What follows belongs to an exercise in optimizing a design on an open flow for small area, a short achievable clock period and few clock cycles per item; a production flow would make more cautious choices. Only simulation tests tie the RTL to the original design; equivalence was not proved. No activity file was given, so power comes from the tool's default toggle rates.

==> flow/design.v (outline; a module is shown in full before it is edited, if it fits) <==
// module fp32_mul: 76 lines
// module mul24cs: 1079 lines
// module fp32_add: 109 lines
// module pob_fx_tail: 218 lines
module pob_fx_tail (
    input  wire        clk,
    input  wire        rst,
    input  wire        cfg_we,
    input  wire [2:0]  cfg_addr,
    input  wire [31:0] cfg_wdata,
    input  wire        in_valid,
    output reg         in_ready,
    input  wire [31:0] in_l,
    input  wire [31:0] in_r,
    output reg         out_valid,
    input  wire        out_ready,
    output reg  [31:0] out_l,
    output reg  [31:0] out_r
);
  // ...
==> flow/run.sh <==
#!/bin/bash
# synth_recipe.tcl (not shown) runs the flow's synth.tcl, then flattens the netlist and writes it again
# the make line also repeats each setting of config.mk as NAME=value (left out here)
make -C /OpenROAD-flow-scripts/flow DESIGN_CONFIG=/design/flow/config.mk WORK_HOME=/design/flow/orfs CLKGATE_MAP_FILE= SYNTH_SCRIPT=/design/flow/synth_recipe.tcl finish
==> flow/config.mk <==
export PLATFORM = sky130hd
export DESIGN_NAME = pob_fx_tail
export DESIGN_NICKNAME = pob_fx_tail
export VERILOG_FILES = /design/flow/design.v
export SDC_FILE = /design/flow/constraint.sdc
export NUM_CORES = 4
export LEC_CHECK = 0
export CAP_MARGIN = 20
export CORE_MARGIN = 2
export CORE_UTILIZATION = 40
export SLEW_MARGIN = 20
==> flow/constraint.sdc <==
create_clock -name core_clock -period 17.0 [get_ports {clk}]
set_input_delay 3.4000 -clock core_clock [delete_from_list [all_inputs] [get_ports {clk}]]
set_output_delay 3.4000 -clock core_clock [all_outputs]
set_load 0.01 [all_outputs]
==> qor.csv, run 1 <==
metric,value,unit
status,"complete, no violations",
synth-simple-area-share,0.177,
hold_buffers,0,
largest_cell_class,multi-input combinational cells,
worstHoldPathCells,1,
rr_endpoint,u_add.p1_sum[24],
diodes,4,
place_area,0.0706,mm²
port_buffers,169,
peakVddDrop,0.0000902,V
ant_nets,0,
fmax,0.0880,GHz
routedWlPerCell,26.2,µm
power_leader,combinational logic,
first_iter_violations,8453,
clockBufferCount,132,
synth_compound_area_frac,0.276,
startpoint,sl[3],
seq_power_share,0.243,
regToRegSetupSlack,5.64,ns
first_global_vias,63000,
cts_tree,done,
hp-start,y1_t[7],
routed_wl,276,mm
endpoint,u_add.p1_sum[24],
postSynthCellCount,8550,
die_area,0.172,mm²
n_sequential_cell,866,
Testbench counts, summed over its fixed seeds: cycles 49,190, frames 4,096.
==> module fp32_add, before the edit <==
module fp32_add (
    input  wire        clk,
    input  wire [31:0] a,
    input  wire [31:0] b,
    output reg  [31:0] y
);
    wire       sa = a[31];
    wire       sb = b[31];
    wire [7:0] ea = a[30:23];
    wire [7:0] eb = b[30:23];
    wire [22:0] fa = a[22:0];
    wire [22:0] fb = b[22:0];
    wire a_zero = (ea == 8'd0);
    wire b_zero = (eb == 8'd0);
    wire a_inf  = (ea == 8'hff) && (fa == 23'd0);
    wire b_inf  = (eb == 8'hff) && (fb == 23'd0);
    wire a_nan  = (ea == 8'hff) && (fa != 23'd0);
    wire b_nan  = (eb == 8'hff) && (fb != 23'd0);
    wire        swap  = {eb, fb} > {ea, fa};
    wire        s_big = swap ? sb : sa;
    wire        s_sml = swap ? sa : sb;
    wire [7:0]  e_big = swap ? eb : ea;
    wire [22:0] f_big = swap ? fb : fa;
    wire [22:0] f_sml = swap ? fa : fb;
    wire        z_sml = swap ? a_zero : b_zero;
    wire [7:0]  diff  = swap ? (eb - ea) : (ea - eb);
    wire        eff_sub = s_big ^ s_sml;
    reg  [26:0] m_sml;
    reg  [26:0] shifted;
    always @(*) begin
        m_sml = {1'b1, f_sml, 3'b000};
        if (z_sml)
            shifted = 27'd0;
        else if (diff >= 8'd27)
            shifted = 27'd1;
        else begin
            shifted = m_sml >> diff;
            if ((m_sml & ((27'd1 << diff) - 27'd1)) != 27'd0)
                shifted[0] = 1'b1;
        end
    end
    wire [27:0] m_big = {2'b01, f_big, 3'b000};
    wire [27:0] sum1  = eff_sub ? (m_big - {1'b0, shifted}) : (m_big + {1'b0, shifted});
    reg [27:0] p1_sum;
    reg [7:0]  p1_exp;
    reg        p1_sign;
    reg [1:0]  p1_spec;    
    reg        p1_ssgn;    
    always @(posedge clk) begin
        p1_sum  <= sum1;
        p1_exp  <= e_big;
        p1_sign <= s_big;
        if (a_nan || b_nan || (a_inf && b_inf && (sa != sb))) begin
            p1_spec <= 2'd1;
            p1_ssgn <= 1'b0;
        end else if (a_inf) begin
            p1_spec <= 2'd2;
            p1_ssgn <= sa;
        end else if (b_inf) begin
            p1_spec <= 2'd2;
            p1_ssgn <= sb;
        end else if (a_zero && b_zero) begin
            p1_spec <= 2'd3;
            p1_ssgn <= sa & sb;
        end else begin
            p1_spec <= 2'd0;
            p1_ssgn <= 1'b0;
        end
    end
    reg  [26:0] norm;
    reg  [9:0]  exp;
    reg  [4:0]  lz;
    reg  [24:0] frac_r;
    reg  [9:0]  exp_r;
    reg  [31:0] res;
    integer i;
    always @(*) begin
        exp = {2'b00, p1_exp};
        lz  = 5'd0;
        if (p1_sum[27]) begin
            norm = {p1_sum[27:2], p1_sum[1] | p1_sum[0]};
            exp  = exp + 10'd1;
        end else begin
            for (i = 0; i <= 26; i = i + 1)
                if (p1_sum[i])
                    lz = 5'd26 - i[4:0];
            norm = p1_sum[26:0] << lz;
            exp  = exp - {5'd0, lz};
        end
        frac_r = {1'b0, norm[26:3]} + {24'd0, norm[2] & ((|norm[1:0]) | norm[3])};
        exp_r  = frac_r[24] ? exp + 10'd1 : exp;
        case (p1_spec)
            2'd1: res = 32'h7fc00000;
            2'd2: res = {p1_ssgn, 8'hff, 23'd0};
            2'd3: res = {p1_ssgn, 31'd0};
            default:
                if (p1_sum == 28'd0)
                    res = 32'd0;
                else if ($signed(exp_r) >= 10'sd255)
                    res = {p1_sign, 8'hff, 23'd0};
                else if ($signed(exp_r) <= 10'sd0)
                    res = {p1_sign, 31'd0};
                else
                    res = {p1_sign, exp_r[7:0], frac_r[22:0]};
        endcase
    end
    always @(posedge clk)
        y <= res;
endmodule
==> module pob_fx_tail, before the edit <==
module pob_fx_tail (
    input  wire        clk,
    input  wire        rst,
    input  wire        cfg_we,
    input  wire [2:0]  cfg_addr,
    input  wire [31:0] cfg_wdata,
    input  wire        in_valid,
    output reg         in_ready,
    input  wire [31:0] in_l,
    input  wire [31:0] in_r,
    output reg         out_valid,
    input  wire        out_ready,
    output reg  [31:0] out_l,
    output reg  [31:0] out_r
);
    localparam [31:0] K_DC     = 32'h3f7eb852;   
    localparam [31:0] GAIN_RST = 32'h3f4ccccd;   
    reg [31:0] nb0, nb1, nb2, na1, na2, gain;
    reg        eq_on;
    function [31:0] clamp10;
        input [31:0] v;
        begin
            if (v[30:23] == 8'hff && v[22:0] != 23'd0)
                clamp10 = 32'h00000000;
            else if (v[30:0] > 31'h41200000)
                clamp10 = {v[31], 31'h41200000};
            else
                clamp10 = v;
        end
    endfunction
    function [31:0] clamp1;
        input [31:0] v;
        begin
            if (v[30:23] == 8'hff && v[22:0] != 23'd0)
                clamp1 = 32'h00000000;
            else if (v[30:0] > 31'h3f800000)
                clamp1 = {v[31], 31'h3f800000};
            else
                clamp1 = v;
        end
    endfunction
    reg        ph;           
    reg [3:0]  sl;           
    reg        v0, v1;       
    reg        mo, mp;       
    reg [1:0]  pend;         
    wire [3:0] last = mo ? 4'd13 : 4'd5;
    wire       wrap = (sl == last);
    wire       acc  = in_valid & in_ready;
    wire       take = out_valid & out_ready;
    wire [3:0] sl_w   = wrap ? 4'd0 : sl + 4'd1;
    wire       v0_w   = v0 & ~wrap;
    wire       v1_w   = wrap ? v0 : v1;
    wire       last_w = (sl_w == last);
    wire [3:0] sl_n   = acc ? 4'd0 : sl_w;
    wire       v0_n   = acc | v0_w;
    wire       v1_n   = acc ? v0 : v1_w;
    wire       mo_n   = acc ? eq_on : mo;
    wire [1:0] pend_n = pend + {1'b0, acc} - {1'b0, take};
    always @(posedge clk) begin
        if (rst) begin
            ph       <= 1'b0;
            sl       <= 4'd0;
            v0       <= 1'b0;
            v1       <= 1'b0;
            mo       <= 1'b0;
            mp       <= 1'b0;
            pend     <= 2'd0;
            in_ready <= 1'b0;
        end else begin
            ph   <= ~ph;
            sl   <= sl_n;
            v0   <= v0_n;
            v1   <= v1_n;
            mo   <= mo_n;
            if (acc | wrap)
                mp <= mo;
            pend <= pend_n;
            in_ready <= ~acc & ~cfg_we & ~ph & ~(pend[1] & ~take) &
                        ((last_w & (mo == eq_on)) | (~v0_w & ~v1_w));
        end
    end
    wire on0  = v0 &  mo;
    wire off0 = v0 & ~mo;
    wire on1  = v1 &  mp;
    wire off1 = v1 & ~mp;
    always @(posedge clk) begin
        if (rst) begin
            nb0   <= 32'd0;
            nb1   <= 32'd0;
            nb2   <= 32'd0;
            na1   <= 32'd0;
            na2   <= 32'd0;
            gain  <= GAIN_RST;
            eq_on <= 1'b0;
        end else if (cfg_we) begin
            case (cfg_addr)
                3'd0: nb0   <= cfg_wdata;
                3'd1: nb1   <= cfg_wdata;
                3'd2: nb2   <= cfg_wdata;
                3'd3: na1   <= cfg_wdata;
                3'd4: na2   <= cfg_wdata;
                3'd5: gain  <= cfg_wdata;
                3'd6: eq_on <= cfg_wdata[0];
                default: ;
            endcase
        end
    end
    reg  [31:0] mul_a, mul_b, add_a, add_b;
    wire [31:0] mr, ar;      
    fp32_mul u_mul (.clk(clk), .a(mul_a), .b(mul_b), .y(mr));
    fp32_add u_add (.clk(clk), .a(add_a), .b(add_b), .y(ar));
    reg [31:0] x_h, x_t, z1_h, z1_t, z2_h, z2_t, x1_h, x1_t, y1_h, y1_t;
    wire [2:0] sp = sl[3:1];     
    always @(*) begin
        mul_a = K_DC;
        mul_b = y1_h;
        add_a = mr;
        add_b = x1_h;
        if (mo) begin
            case (sp)
                3'd0: begin mul_a = nb0;  mul_b = x_h;  end
                3'd1: begin mul_a = nb1;  mul_b = x_h;  end
                3'd2: begin mul_a = K_DC; mul_b = y1_h; end
                3'd3: begin mul_a = na1;  mul_b = z1_h; end
                3'd4: begin mul_a = gain; mul_b = ar;   end
                3'd5: begin mul_a = na2;  mul_b = z1_h; end
                default: begin mul_a = nb2; mul_b = x_h; end
            endcase
        end else begin
            case (sp)
                3'd2: begin mul_a = gain; mul_b = ar;   end
                default: begin mul_a = K_DC; mul_b = y1_h; end
            endcase
        end
        if (on1 & (sp == 3'd0)) begin
            add_a = mr;   add_b = {~z2_h[31], z2_h[30:0]};       
        end else if (mo) begin
            case (sp)
                3'd1: begin add_a = z1_h; add_b = mr; end                      
                3'd2: begin add_a = ar;   add_b = {~x1_h[31], x1_h[30:0]}; end  
                3'd3: begin add_a = ar;   add_b = mr; end                      
                3'd4: begin add_a = y1_h; add_b = {~mr[31], mr[30:0]}; end    
                default: begin add_a = ar; add_b = z2_h; end                   
            endcase
        end else begin
            case (sp)
                3'd0: begin add_a = x_h; add_b = {~x1_h[31], x1_h[30:0]}; end  
                default: begin add_a = ar; add_b = mr; end                     
            endcase
        end
    end
    wire        off_x1 = off0 & (sp == 3'd0);
    wire [31:0] cl_out = clamp10(off_x1 ? x_h : ar);
    wire w_x1  = (on0 & (sp == 3'd2)) | off_x1;
    wire w_z1y = on0 & (sp == 3'd2);                  
    wire w_z1  = on0 & (sp == 3'd6);                  
    wire w_z0  = off0 & (sp == 3'd0);                 
    wire w_z2m = on0 & (sp == 3'd6);                  
    wire w_z2  = on1 & (sp == 3'd1);                  
    wire w_y1m = on0 & (sp == 3'd2);                  
    wire w_y1  = (on0 & (sp == 3'd4)) | (off0 & (sp == 3'd2));
    always @(posedge clk) begin
        if (rst) begin
            z1_h <= 32'd0; z1_t <= 32'd0;
            z2_h <= 32'd0; z2_t <= 32'd0;
            x1_h <= 32'd0; x1_t <= 32'd0;
            y1_h <= 32'd0; y1_t <= 32'd0;
        end else begin
            z1_h <= z1_t;
            z2_h <= z2_t;
            x1_h <= x1_t;
            y1_h <= y1_t;
            z1_t <= w_z0 ? 32'd0 : w_z1y ? ar : w_z1 ? cl_out : z1_h;
            z2_t <= w_z0 ? 32'd0 : w_z2m ? mr : w_z2 ? cl_out : z2_h;
            x1_t <= w_x1 ? cl_out : x1_h;
            y1_t <= w_y1m ? mr : w_y1 ? cl_out : y1_h;
        end
    end
    always @(posedge clk) begin
        if (in_ready) begin
            x_h <= in_l;
            x_t <= in_r;
        end else begin
            x_h <= x_t;
            x_t <= x_h;
        end
    end
    reg  [31:0] s_l, s_r;
    reg         sfull;
    wire [31:0] cl1 = clamp1(mr);
    wire wr_l = (on0 & (sl == 4'd10)) | (off1 & (sl == 4'd0));
    wire wr_r = (on0 & (sl == 4'd11)) | (off1 & (sl == 4'd1));
    always @(posedge clk) begin
        if (wr_l)
            s_l <= cl1;
        if (wr_r & out_valid & ~out_ready)
            s_r <= cl1;
        if (rst) begin
            out_valid <= 1'b0;
            sfull     <= 1'b0;
        end else if (wr_r) begin
            if (~out_valid | out_ready) begin
                out_l     <= s_l;
                out_r     <= cl1;
                out_valid <= 1'b1;
            end else
                sfull <= 1'b1;
        end else if (take) begin
            if (sfull) begin
                out_l <= s_l;
                out_r <= s_r;
                sfull <= 1'b0;
            end else
                out_valid <= 1'b0;
        end
    end
endmodule
==> run 2: changes to the inputs <==
--- a/flow/design.v
+++ b/flow/design.v
@@ -1177,22 +1177,28 @@
     wire [7:0]  e_big = swap ? eb : ea;
     wire [22:0] f_big = swap ? fb : fa;
-    wire [22:0] f_sml = swap ? fa : fb;
-    wire        z_sml = swap ? a_zero : b_zero;
-    wire [7:0]  diff  = swap ? (eb - ea) : (ea - eb);
     wire        eff_sub = s_big ^ s_sml;
-    reg  [26:0] m_sml;
-    reg  [26:0] shifted;
-    always @(*) begin
-        m_sml = {1'b1, f_sml, 3'b000};
-        if (z_sml)
-            shifted = 27'd0;
-        else if (diff >= 8'd27)
-            shifted = 27'd1;
-        else begin
-            shifted = m_sml >> diff;
-            if ((m_sml & ((27'd1 << diff) - 27'd1)) != 27'd0)
-                shifted[0] = 1'b1;
+    wire [8:0]  d_ab  = {1'b0, ea} - {1'b0, eb};    
+    wire [8:0]  d_ba  = {1'b0, eb} - {1'b0, ea};    
+    function [26:0] align;
+        input        zero;
+        input [22:0] f;
+        input [7:0]  d;
+        reg   [26:0] m;
+        begin
+            m = {1'b1, f, 3'b000};
+            if (zero)
+                align = 27'd0;
+            else if (d >= 8'd27)
+                align = 27'd1;
+            else begin
+                align = m >> d;
+                if ((m & ((27'd1 << d) - 27'd1)) != 27'd0)
+                    align[0] = 1'b1;
+            end
         end
-    end
+    endfunction
+    wire [26:0] a_sh = align(a_zero, fa, d_ba[7:0]);
+    wire [26:0] b_sh = align(b_zero, fb, d_ab[7:0]);
+    wire [26:0] shifted = swap ? a_sh : b_sh;
     wire [27:0] m_big = {2'b01, f_big, 3'b000};
     wire [27:0] sum1  = eff_sub ? (m_big - {1'b0, shifted}) : (m_big + {1'b0, shifted});
@@ -1377,41 +1383,62 @@
     reg [31:0] x_h, x_t, z1_h, z1_t, z2_h, z2_t, x1_h, x1_t, y1_h, y1_t;
     wire [2:0] sp = sl[3:1];     
-    always @(*) begin
-        mul_a = K_DC;
-        mul_b = y1_h;
-        add_a = mr;
-        add_b = x1_h;
-        if (mo) begin
-            case (sp)
-                3'd0: begin mul_a = nb0;  mul_b = x_h;  end
-                3'd1: begin mul_a = nb1;  mul_b = x_h;  end
-                3'd2: begin mul_a = K_DC; mul_b = y1_h; end
-                3'd3: begin mul_a = na1;  mul_b = z1_h; end
-                3'd4: begin mul_a = gain; mul_b = ar;   end
-                3'd5: begin mul_a = na2;  mul_b = z1_h; end
-                default: begin mul_a = nb2; mul_b = x_h; end
-            endcase
-        end else begin
-            case (sp)
-                3'd2: begin mul_a = gain; mul_b = ar;   end
-                default: begin mul_a = K_DC; mul_b = y1_h; end
-            endcase
-        end
-        if (on1 & (sp == 3'd0)) begin
-            add_a = mr;   add_b = {~z2_h[31], z2_h[30:0]};       
-        end else if (mo) begin
-            case (sp)
-                3'd1: begin add_a = z1_h; add_b = mr; end                      
-                3'd2: begin add_a = ar;   add_b = {~x1_h[31], x1_h[30:0]}; end  
-                3'd3: begin add_a = ar;   add_b = mr; end                      
-                3'd4: begin add_a = y1_h; add_b = {~mr[31], mr[30:0]}; end    
-                default: begin add_a = ar; add_b = z2_h; end                   
-            endcase
-        end else begin
-            case (sp)
-                3'd0: begin add_a = x_h; add_b = {~x1_h[31], x1_h[30:0]}; end  
-                default: begin add_a = ar; add_b = mr; end                     
-            endcase
+    function [19:0] dec;
+        input       on;      
+        input [2:0] p;       
+        input       tail;    
+        reg   [6:0] ma;
+        reg   [3:0] mb;
+        reg   [4:0] aa;
+        reg   [2:0] ab;
+        reg         ng;
+        begin
+            if (on) begin
+                case (p)
+                    3'd0: begin ma = 7'b0000001; mb = 4'b0001; end   
+                    3'd1: begin ma = 7'b0000010; mb = 4'b0001; end   
+                    3'd2: begin ma = 7'b0000100; mb = 4'b0010; end   
+                    3'd3: begin ma = 7'b0001000; mb = 4'b0100; end   
+                    3'd4: begin ma = 7'b0010000; mb = 4'b1000; end   
+                    3'd5: begin ma = 7'b0100000; mb = 4'b0100; end   
+                    default: begin ma = 7'b1000000; mb = 4'b0001; end   
+                endcase
+                case (p)
+                    3'd1: begin aa = 5'b00010; ab = 3'b010; ng = 1'b0; end   
+                    3'd2: begin aa = 5'b00100; ab = 3'b001; ng = 1'b1; end   
+                    3'd3: begin aa = 5'b00100; ab = 3'b010; ng = 1'b0; end   
+                    3'd4: begin aa = 5'b01000; ab = 3'b010; ng = 1'b1; end   
+                    default: begin aa = 5'b00100; ab = 3'b100; ng = 1'b0; end   
+                endcase
+            end else begin
+                case (p)
+                    3'd2: begin ma = 7'b0010000; mb = 4'b1000; end   
+                    default: begin ma = 7'b0000100; mb = 4'b0010; end   
+                endcase
+                case (p)
+                    3'd0: begin aa = 5'b10000; ab = 3'b001; ng = 1'b1; end   
+                    default: begin aa = 5'b00100; ab = 3'b010; ng = 1'b0; end   
+                endcase
+            end
+            if (tail) begin aa = 5'b00001; ab = 3'b100; ng = 1'b1; end   
+            dec = {ng, ab, aa, mb, ma};
         end
+    endfunction
+    wire        mp_n = (acc | wrap) ? mo : mp;
+    wire [2:0]  sp_n = sl_n[3:1];
+    reg  [19:0] sel;
+    always @(posedge clk)
+        sel <= dec(mo_n, sp_n, v1_n & mp_n & (sp_n == 3'd0));
+    wire [31:0] x1_neg = {x1_h[31] ^ sel[19], x1_h[30:0]};
+    wire [31:0] mr_neg = {mr[31] ^ sel[19], mr[30:0]};
+    wire [31:0] z2_neg = {z2_h[31] ^ sel[19], z2_h[30:0]};
+    always @(*) begin
+        mul_a = ({32{sel[0]}} & nb0) | ({32{sel[1]}} & nb1) | ({32{sel[2]}} & K_DC) |
+                ({32{sel[3]}} & na1) | ({32{sel[4]}} & gain) | ({32{sel[5]}} & na2) |
+                ({32{sel[6]}} & nb2);
+        mul_b = ({32{sel[7]}} & x_h) | ({32{sel[8]}} & y1_h) | ({32{sel[9]}} & z1_h) |
+                ({32{sel[10]}} & ar);
+        add_a = ({32{sel[11]}} & mr) | ({32{sel[12]}} & z1_h) | ({32{sel[13]}} & ar) |
+                ({32{sel[14]}} & y1_h) | ({32{sel[15]}} & x_h);
+        add_b = ({32{sel[16]}} & x1_neg) | ({32{sel[17]}} & mr_neg) | ({32{sel[18]}} & z2_neg);
     end
     wire        off_x1 = off0 & (sp == 3'd0);
==> run 2 against run 1 <==
Against the previous run:
- worst hold slack got worse by 0.011 ns
- clock-buffer cell count increased by 5
- cell area decreased by 4.0%
- register-to-register slack improved by 2.6 ns
- sequential power about the same
==> qor.csv, run 2 <==
metric,value,unit,change
p_sw,6.85,mW,
yosysWarnings,3,,
fin_ws,8.27,ns,
crit_family,compound AO/OA/AOI/OAI gates,,
dp_hpwl,190,mm,
status,"complete, no violations",,
max_stage_delay,0.82,ns,
num_rows,146,,
nets,8369,,
htreeDepth,3,,
synth_top_flop_cell,dfxtp_1,,
arrival,9.30,ns,
synth_commonest_cells,"963 x nand2_1, 758 x dfxtp_1, 722 x a21oi_1",,
p_int,6.76,mW,
cts-buffers-inserted,98,,
power.total,13.6,mW,
seq_power_share,0.207,,-0.036
clock_skew,0.0802,ns,
core_area,0.159,mm²,
final_cell_mix,"959 x nand2_1, 757 x dfxtp_1, 722 x a21oi_1",,
powerDensity,192,mW/mm²,
hp-class,reg2reg,,
drc,0,,
syn_area,0.0640,mm²,
n_fill_cell,15700,,
tightestPinTransition,1.17,ns,
stdcell_count,9963,,
rsz0062_at_grt,false,,
die_w,404,µm,
fmax,0.115,GHz,+30%
final_max_slew_viol_count,0,,
synth.most_common_cell,nand2_1,,
clockBufferDepth,3,,
drive_gt1_frac,0.0815,,
largest_registers,"u_mul.p1_s x48, u_mul.p1_c x47",,
drt_first_pass_iters,10,,
post_cts_buffers,0,,
setup_viol,0,,
clock_latency,0.74,ns,
dp.cells,9775,,
worstSetupPathType,reg2reg,,
worstPathRequired,17.58,ns,
first_iter_violations,9136,,+8.1%
p_comb_frac,0.625,,
ant_nets,0,,unchanged
first_global_vias,59500,,-5.5%
cts_tree,done,,
synth_top_cell_by_area,dfxtp_1,,
grt_overflow,0,,
synth_cell_types,110,,
cts_num_sinks,886,,
port_buffers,169,,unchanged
hold_buffers,0,,unchanged
final_common_cell,nand2_1,,
syn_area_per_cell,7.99,µm²,
vias_per_cell,6.36,,
fin_crit,8.73,ns,
synth_edf_count,128,,
pwr-share-clk,0.169,,
gp_congestion,0.977,,
cts.repair.resized,0,,
largest_reg_flops,48,,
routed_wl,267,mm,-3.2%
grt_max_degree,105,,
syn2layout_area_growth,11.0,%,
clk_pin_slew,0.07,ns,
initial_core_util,0.403,,
path_cells,"a222oi_1, ha_1, o22a_1, xnor2_1, o21ai_0, nor3_2, a21oi_1, a2111oi_0, a41o_1, o21ai_0, inv_1, ha_1, inv_1, o41ai_1, a211oi_1, o41ai_1, a21oi_1, o31ai_1, a21oi_1, nor2_1, o31ai_1, xnor2_1",,
die_area,0.163,mm²,-5.0%
crit_buf_inv,2,,
finalCritPeriodShare,0.513,,
ys_seq_area_frac,0.297,,
root_buffer,clkbuf_16,,
place_worst_setup_slack,8.37,ns,
grt_pass1_wl,394,mm,
fin_tns_setup,0,ns,
netlist.area_leader.share,0.237,,
hold_viol,0,,
relSlewSlack,0.217,,
peakVddDrop,0.000149,V,+65%
startpoint_type,flop,,
critPathCaptureType,flop,,
postSynthCellCount,8007,,-6.4%
track_usage,0.316,,
cap_violations,0,,
vias,63400,,
p_leak,27.2,nW,
slowest_stage,a222oi_1,,
ioPinCount,170,,
cp_common_cell,a21oi_1,,
regMostFlops,u_mul.p1_s,,
routedWlPerCell,26.8,µm,+2.2%
synth.area.top_cells,"dfxtp_1 24%, fa_1 7.9%, edfxtp_1 6.0%",,
cp_max_fo,18,,
regToRegSetupSlack,8.27,ns,+2.63 ns
yosys_register_bits,886,,
worst_hold_slack,0.386,ns,
swShare,0.503,,
async_flop_share,0,,
antenna_found_initial,9,,
die-height,404,µm,
run 2: cell type report:
type	count	area, µm²	share of cell area
Tap cell	2072	2590	0.0365
Inverter	449	1690	0.0237
Clock buffer	137	2840	0.0400
Clock inverter	45	672	0.00946
Sequential cell	886	19000	0.268
Multi-Input combinational cell	5975	40800	0.575
Timing Repair Buffer	395	3390	0.0478
Antenna cell	4	10.0	0.000141
run 2: power groups by stage:
stage | clock network (mW) | logic [mW] | registers [mW]
2_1_floorplan | 0 | 5.72 | 2.64
5_1_grt | 2.41 | 9.25 | 2.82
3_3_place_gp | 0 | 8.29 | 2.83
3_5_place_dp | 0 | 8.29 | 2.84
4_1_cts | 2.33 | 8.34 | 2.80
6_report | 2.30 | 8.50 | 2.81
run 2: stage by stage:
| step | instance area, µm² | util |
|---|---|---|
| 2_1_floorplan | 64000 | - |
| 3_3_place_gp | 67500 | 0.425 |
| 3_5_place_dp | 67500 | 0.425 |
| 4_1_cts | 71000 | 0.448 |
| 5_1_grt | 71000 | 0.448 |
| 6_report | 71000 | 0.448 |
run 2: worst paths after layout:
check	from	endpoint	cells past startpoint
worst max register to register	sel[17]	u_add.p1_sum[24]	22
worst max-delay path	sel[17]	u_add.p1_sum[24]	22
worst min-delay path	s_l[15]	out_l[15]	0
worst min register to register	s_l[15]	out_l[15]	0
run 2: routing by layer:
layer | vias up | global-route usage | share of wire
met5 | - | 0 | 0.00023
met3 | 688 | 0.0695 | 0.10
li1 | 28500 | - | -
met4 | 10 | 0.152 | 0.054
met2 | 3562 | 0.490 | 0.44
met1 | 30600 | 0.415 | 0.40
run 2: logic make-up (layout without fill, tap and decap cells):
logic type,after synthesis,after routing,synth area share
buf+inv,1147,1026,0.0680
other cells,1,6,0.0000586
xor+xnor,178,178,0.0244
flops,886,886,0.297
compound gates,2631,2631,0.266
mux,277,277,0.0491
simple gates,2423,2423,0.175
fa+ha+maj,464,464,0.120
run 2: worst reg2reg max path: stages (launching register included):
cell and delay [ns]:
dfxtp_1 0.54, a222oi_1 0.82, ha_1 0.65, o22a_1 0.38
xnor2_1 0.80, o21ai_0 0.52, nor3_2 0.60, a21oi_1 0.17
a2111oi_0 0.53, a41o_1 0.32, o21ai_0 0.13, inv_1 0.09
ha_1 0.19, inv_1 0.05, o41ai_1 0.57, a211oi_1 0.25
o41ai_1 0.70, a21oi_1 0.25, o31ai_1 0.55, a21oi_1 0.14
nor2_1 0.11, o31ai_1 0.08, xnor2_1 0.14
Testbench counts of run 2, summed over its fixed seeds: cycles 49,190, frames 4,096.

[separate check: timing with driven ports]
In the flow no input, the clock included, has a driving cell. The finished layouts below were timed again as built, in two steps.
Step 1 sets driving cells, clkbuf_16 on the clock port and buf_2 on the other inputs (assumed; they add their load-dependent delay and slew).
Step 2 moves the port delays by t, midway between the first and last clock arrival at a register: inputs arrive t later, outputs are due t later. That takes back most of the time a late clock gives input paths.
Three values: no drivers, after step 1, after step 2; two values: the first two.
| run | t, ns | setup WS [ns] | hold slack, ns |
|---|---|---|---|
| run 1 | 0.786 | 5.642 / 5.642 / 5.642 | 0.396 / 0.396 / 0.396 |
| run 2 | 0.784 | 8.272 / 8.272 / 8.272 | 0.386 / 0.386 / 0.386 |
After both steps setup and hold are still met in every run listed.
